What follows belongs to an exercise in optimizing a design on an open flow for a short achievable clock period and few clock cycles; a production flow would make more cautious choices.
Only simulation tests tie the RTL to the original design; equivalence was not proved.
No activity file was given, so power comes from the tool's default toggle rates.

==> inputs of run H <==
Design lian_fdc, start of the top module:
module lian_fdc (
    input  wire        clk,
    input  wire        rst,
    input  wire        in_valid,
    input  wire        in_end,
    input  wire [7:0]  in_data,
    output wire        in_ready,
    output wire        out0_valid,
    input  wire        out0_ready,
    output wire        out1_valid,
    input  wire        out1_ready,
    output wire        out2_valid,
    input  wire        out2_ready,
    output wire        out3_valid,
    input  wire        out3_ready,
    output wire [7:0]  out_type,
    output wire [7:0]  out_data,
    output wire        out_first,
    output wire        out_last,
    output wire        out_empty,
    input  wire        csr_req,
    input  wire        csr_we,
    input  wire [7:0]  csr_addr,
    input  wire [2:0]  csr_size,
    input  wire [31:0] csr_wdata,
    output reg  [31:0] csr_rdata,
    output reg         csr_err,
    output wire        irq
);
    localparam CAPACITY = 128;
    localparam DBUF     = 81;    
    localparam [2:0] PH_LEN = 3'd0, PH_PAYLOAD = 3'd1, PH_CSUM = 3'd2,
                     PH_EVAL = 3'd3, PH_DELIVER = 3'd4, PH_ERROR = 3'd5;
    localparam [2:0] E_NONE = 3'd0, E_INCOMPLETE = 3'd1, E_CHECKSUM = 3'd2,
                     E_MALFORMED = 3'd3, E_OVERSIZE = 3'd4;
    reg [2:0]  phase;
    reg [3:0]  len_cnt;
    reg [63:0] len_reg;
    reg [7:0]  pay_cnt;
    reg [2:0]  csum_cnt;
  ...
clock: 9.5 ns
lec_check: 0
abc_clock_period_in_ps: 3000
cap_margin: 20
core_margin: 2
core_utilization: 40
setup_slack_margin: 5
slew_margin: 20
standard.sh (not shown) runs the stock make flow with config.mk's settings and CLKGATE_MAP_FILE= SYNTH_SCRIPT=/design/flow/synth_recipe.tcl, a recipe that flattens the netlist after the stock synthesis.
==> flow/flow/run.sh <==
#!/bin/bash
set -euo pipefail
bash standard.sh SETUP_SLACK_MARGIN=6.3 finish > make_finish.log 2>&1
==> inputs of run B, as changes to run H <==
==> flow/run.sh (new file) <==
#!/bin/bash
# synth_recipe.tcl (not shown) runs the flow's synth.tcl, then flattens the netlist and writes it again
# the make line also repeats each setting of config.mk as NAME=value (left out here)
make -C /OpenROAD-flow-scripts/flow DESIGN_CONFIG=/design/flow/config.mk WORK_HOME=/design/flow/orfs CLKGATE_MAP_FILE= SYNTH_SCRIPT=/design/flow/synth_recipe.tcl finish
--- a/flow/config.mk
+++ b/flow/config.mk
@@ -5,9 +5,7 @@
 export SDC_FILE = /design/flow/constraint.sdc
 export NUM_CORES = 4
 export LEC_CHECK = 0
-export ABC_CLOCK_PERIOD_IN_PS = 3000
 export CAP_MARGIN = 20
 export CORE_MARGIN = 2
 export CORE_UTILIZATION = 40
-export SETUP_SLACK_MARGIN = 5
 export SLEW_MARGIN = 20
removed: flow/flow/run.sh
removed: flow/standard.sh
==> inputs of run R, as changes to run H <==
==> flow/flow/run.sh (replaced) <==
#!/bin/bash
set -euo pipefail
bash standard.sh SETUP_SLACK_MARGIN=5.7 finish > make_finish.log 2>&1
==> notes.md <==
item	run R	run B	run H
Outcome	finished clean	finished clean	finished clean
Routed via count	33,300	32,200	36,500
Least setup slack across all paths after layout	5.21 ns	3.53 ns	5.14 ns
Placed wire-length estimate	90.7 mm	90.2 mm	92.3 mm
Overall global routing resource usage	22.6%	21.9%	25.6%
Instance area at placement	50,800 sq um	50,700 sq um	51,300 sq um
Reported combinational group power	417 uW	363 uW	647 uW
Switching component of the power	2210 uW	2190 uW	2360 uW
Required time at the endpoint of the critical path	7.60 ns	10.09 ns	7.60 ns
Worst setup path endpoint	in_ready	len_reg[8]$_SDFF_PP0_	in_ready
Post-Route M1 WL	60.0 mm	57.6 mm	65.7 mm
Average vias per placed instance	5.83	5.72	6.06
Worst Tran Pin Value	1.20 ns	1.20 ns	1.13 ns
Signal buffers share of area	4.35%	2.45%	10.5%
Number of non-clock buffers	220	147	523
FF-to-FF Start	rd_nxt[1]$_SDFF_PP0_	sb[2]$_DFF_P_	cnt_checksum[4]$_SDFF_PP0_
Min-Delay Endpoint	csum_reg[25]$_SDFF_PP0_	csum_reg[30]$_SDFF_PP0_	csum_reg[30]$_SDFF_PP0_
Antenna violations before repair	12	4	10
Post-CTS resize count	208	0	1,041
Final worst-path cycle share	45.1%	62.9%	45.9%
Total of clock buffers placed in the layout	154	151	149
Hold path start	csum_reg[25]$_SDFF_PP0_	csum_reg[30]$_SDFF_PP0_	csum_reg[30]$_SDFF_PP0_
Testbench counts of run H, summed over its fixed seeds: cycles 22,599.
Testbench counts of run B, summed over its fixed seeds: cycles 22,599.
Testbench counts of run R, summed over its fixed seeds: cycles 22,599.

========
==> inputs of run a <==
Starting RTL as in the previous note.
clock: 9.5 ns
lec_check: 0
cap_margin: 20
core_margin: 2
core_utilization: 40
setup_slack_margin: 5
slew_margin: 20
run.sh (not shown) runs the stock make flow with config.mk's settings and CLKGATE_MAP_FILE= SYNTH_SCRIPT=/design/flow/synth_recipe.tcl, a recipe that flattens the netlist after the stock synthesis.
Stock flow here: none of the scripts above is used.
==> run b (differences from run a) <==
--- a/flow/config.mk
+++ b/flow/config.mk
@@ -5,6 +5,7 @@
 export SDC_FILE = /design/flow/constraint.sdc
 export NUM_CORES = 4
 export LEC_CHECK = 0
+export ABC_CLOCK_PERIOD_IN_PS = 3000
 export CAP_MARGIN = 20
 export CORE_MARGIN = 2
 export CORE_UTILIZATION = 40
==> qor summary <==
quantity	run a	run b
Met3 wirelength from detailed routing	11160 microns	11160 microns
Depth of the worst register-to-register path	7	7
Cell Int Power	7680 uW	7680 uW
Combinational logic power	374 uW	374 uW
Sw Pwr	2174 uW	2174 uW
Parity-gate share of the synthesized area counting xor and xnor cells	0.04947	0.04947
H-Tree Depth	3	3
End of the worst hold path	csum_reg[25]	csum_reg[25]
Global-route wire length before repair	201200 microns	201200 microns
Proportion of synthesized area in mux cells	0.1075	0.1075
Status	complete, no violations	complete, no violations
Cells on Worst Hold Path	2	2
Pin count of the biggest net entering global routing	138	138
Top routing layer in use	met5	met5
Buffering overhead	0.02857	0.02857
Routed metal-1 wirelength	58450 microns	58450 microns
Minimum clock period after layout	4490 ps	4490 ps
Post-synthesis cell type with the largest combined area	edfxtp_1	edfxtp_1
DRT antenna net count	0	0
Post-synthesis compound-gate area fraction	0.08729	0.08729
Number of antenna violations at the first check in global routing	5	5
Testbench counts of run a, summed over its fixed seeds: cycles 22,599.
Testbench counts of run b, summed over its fixed seeds: cycles 22,599.

[port drivers added, routing unchanged]
No port has a modelled driver above. Below, the same layouts with a new extraction and two added sets of constraints.
Step 1 (the two cells are an assumption about what drives the block):
set clk [get_ports {clk}]
set_driving_cell -lib_cell sky130_fd_sc_hd__clkbuf_16 $clk
set_driving_cell -lib_cell sky130_fd_sc_hd__buf_2 [delete_from_list [all_inputs] $clk]
Step 2 times the ports against the registers' clock, not the clock port: input delays grow and output delays shrink by t, the midpoint of the rising clock arrivals with the driver on.
Slacks: ideal / step 1 / step 2; pairs: ideal / step 1.
| run | t (ns) | setup slack, ns | pins driven straight from the clock port |
|---|---|---|---|
| run H of note 1 | 0.773 | 5.138 / 5.090 / 4.808 | 1 |
| run B of note 1 | 0.796 | 3.529 / 3.570 / 2.774 | 1 |
| run R of note 1 | 0.799 | 5.212 / 5.166 / 4.904 | 1 |
| run a of note 2 | 0.788 | 5.010 / 4.905 / 4.117 | 1 |
| run b of note 2 | 0.788 | 5.010 / 4.905 / 4.117 | 1 |
After both steps every run listed still meets setup and hold.
